This is an optimization exercise on Yosys and OpenROAD, whose aim is small area and few clock cycles, not a production implementation.
Only simulation tests tie the RTL to the original design; equivalence was not proved.
Power is estimated from default activity; no workload was simulated. No driver is modelled on the clock port, so clocking that relies on it looks cheaper here than on a real chip.

## JK
// jtag_acc
module jtag_acc (
    input  wire        clk,
    input  wire        rst,
    input  wire        cmd_valid,
    output wire        cmd_ready,
    input  wire [31:0] cmd_word,
    output wire        rsp_valid,
    output wire [2:0]  rsp_status,
    output wire        tx_valid,
    input  wire        tx_ready,
    output wire [7:0]  tx_data,
    input  wire        rx_valid,
    output wire        rx_ready,
    input  wire [7:0]  rx_data,
    input  wire        link_err,
    output wire        busy,
    output reg         err,
    output reg  [1:0]  err_kind,
    output reg         sess_open,
    output wire [31:0] nbits,
    output reg         diag_valid,
    output reg  [5:0]  diag_index,
    output reg  [7:0]  diag_obs,
    output reg  [7:0]  diag_mask,
    output reg  [7:0]  diag_exp
);
clock: 10.0 ns
lec_check: 0
cap_margin: 20
core_margin: 2
core_utilization: 40
slew_margin: 20
standard.sh (not shown) runs the stock make flow with config.mk's settings and CLKGATE_MAP_FILE= SYNTH_SCRIPT=/design/flow/synth_recipe.tcl, a recipe that flattens the netlist after the stock synthesis.
==> flow/flow/run.sh <==
#!/bin/bash
export BUFFER_PORTS_ARGS="-buffer_cell sky130_fd_sc_hd__buf_1"
export CTS_ARGS="-sink_clustering_enable -repair_clock_nets -sink_clustering_size 30 -sink_clustering_max_diameter 100 -dont_use_dummy_load"
bash standard.sh > standard.log 2>&1
Testbench counts of JK, summed over its fixed seeds: cycles 56,990.
Here is what was changed in the inputs of MS compared with JK.
diff --git a/flow/design.v b/flow/design.v
--- a/flow/design.v
+++ b/flow/design.v
@@ -50,23 +50,21 @@
     localparam [2:0] P_TXE  = 3'd7;    
     reg [CAP_BITS-1:0] rg_tms;      
     reg [CAP_BITS-1:0] rg_tdi;
     reg [CAP_BITS-1:0] rg_exp;
     reg [CAP_BITS-1:0] rg_mask;
     reg [4:0]  rot;                 
     reg [7:0]  s_tms, s_tdi, s_exp, s_mask;    
     reg        pv;      
     reg        f_act;                           
     reg [2:0]  f_cnt;
-    reg [4:0]  f_lo;
-    reg [5:0]  f_hi;
-    reg        f_tms;
+    reg [4:0]  f_lo;    
     reg [2:0]  ph;
     reg [8:0]  n;           
     reg [4:0]  idx;         
     reg [2:0]  status;
     reg [15:0] wp;          
     reg [8:0]  wl;
     reg        wtms;
     reg        in_wait;     
     assign nbits = {23'd0, n};
     wire [3:0] op = cmd_word[31:28];
@@ -97,22 +95,22 @@
         for (s = 0; s < CAP_BYTES; s = s + 1) begin
             arr = s[4:0] + rot + 5'd1;        
             im  = ((arr == cb) ? lo_m : 8'd0) | ((pv && arr == cb_m1) ? ~lo_m : 8'd0);
             if (s % 8 == 0 && im != 8'd0) begin
                 for (b = 0; b < 8; b = b + 1) begin
                     rg_tms[s*8+b]  <= im[b] ? s_tms[b]  : rg_tms[((s+1)%CAP_BYTES)*8+b];
                     rg_tdi[s*8+b]  <= im[b] ? s_tdi[b]  : rg_tdi[((s+1)%CAP_BYTES)*8+b];
                     rg_exp[s*8+b]  <= im[b] ? s_exp[b]  : rg_exp[((s+1)%CAP_BYTES)*8+b];
                     rg_mask[s*8+b] <= im[b] ? s_mask[b] : rg_mask[((s+1)%CAP_BYTES)*8+b];
                 end
-            end else if (s % 8 == 0 && f_act && arr >= f_lo && {1'b0, arr} < f_hi) begin
-                rg_tms[s*8 +: 8]  <= {8{f_tms}};
+            end else if (s % 8 == 0 && f_act && arr >= f_lo) begin
+                rg_tms[s*8 +: 8]  <= {8{wtms}};
                 rg_tdi[s*8 +: 8]  <= 8'd0;
                 rg_exp[s*8 +: 8]  <= 8'd0;
                 rg_mask[s*8 +: 8] <= 8'd0;
             end else begin
                 rg_tms[s*8 +: 8]  <= rg_tms[((s+1)%CAP_BYTES)*8 +: 8];
                 rg_tdi[s*8 +: 8]  <= rg_tdi[((s+1)%CAP_BYTES)*8 +: 8];
                 rg_exp[s*8 +: 8]  <= rg_exp[((s+1)%CAP_BYTES)*8 +: 8];
                 rg_mask[s*8 +: 8] <= rg_mask[((s+1)%CAP_BYTES)*8 +: 8];
             end
         end
@@ -303,22 +301,20 @@
                     end
                 end
                 P_WAIT: begin
                     idx <= 5'd0;
                     if (!w_stall) begin
                         n    <= w_n;
                         if (w_b) begin
                             f_act <= 1'b1;
                             f_cnt <= 3'd0;
                             f_lo  <= n[7:3];
-                            f_hi  <= b_end;
-                            f_tms <= wtms;
                         end
                         if (w_n[8]) begin
                             begin ph <= P_HDR; tx_r <= 8'h73; tx_v <= 1'b1; idx <= 5'd1; end                
                         end else if (w_done) begin
                             in_wait <= 1'b0;            
                             begin ph <= P_HDR; tx_r <= 8'h73; tx_v <= 1'b1; idx <= 5'd1; end
                         end
                     end
                 end
                 P_HDR, P_TMS, P_TDI, P_TXE: begin
[summary]
- | final cycle utilization of the critical path | MS vs JK | 5.8 points higher |
- The run with more routed wire is MS, not JK.
- MS: done, clean on timing, DRC and antenna
- Summary of MS over JK: placed wire-length estimate after detailed placement rose about 3%, area enclosed by the die boundary dropped 0.36%, via count up 212, sequential power lower, total routing resource utilization after global routing saw an increase.
- The sequential share of layout area on JK is in line with that on MS.
- Going from JK to MS, sequential element share of the synthesized area moved down; area growth from synthesis to layout fell by 0.32 points.
Testbench counts of MS, summed over its fixed seeds: cycles 56,990.

[re-timing with driven ports]
Ports are ideal in the flow. The routed layouts listed here were re-timed in OpenROAD.
Step 1: set_driving_cell puts a clkbuf_16 on clk and a buf_2 on each other input, an assumption about the parent block.
Step 2 times the ports against the registers' clock, not the clock port: input delays grow and output delays shrink by t, the midpoint of the rising clock arrivals with the driver on.
Three values: ideal ports, drivers, drivers and shift; two values: the first two.
run	t (ns)	slack for setup (ns)	worst setup path after step 2
JK	0.668	2.622 / 2.622 / 2.622	register to register
MS	0.654	2.041 / 2.041 / 2.041	register to register
After both steps setup and hold are still met in every run listed.
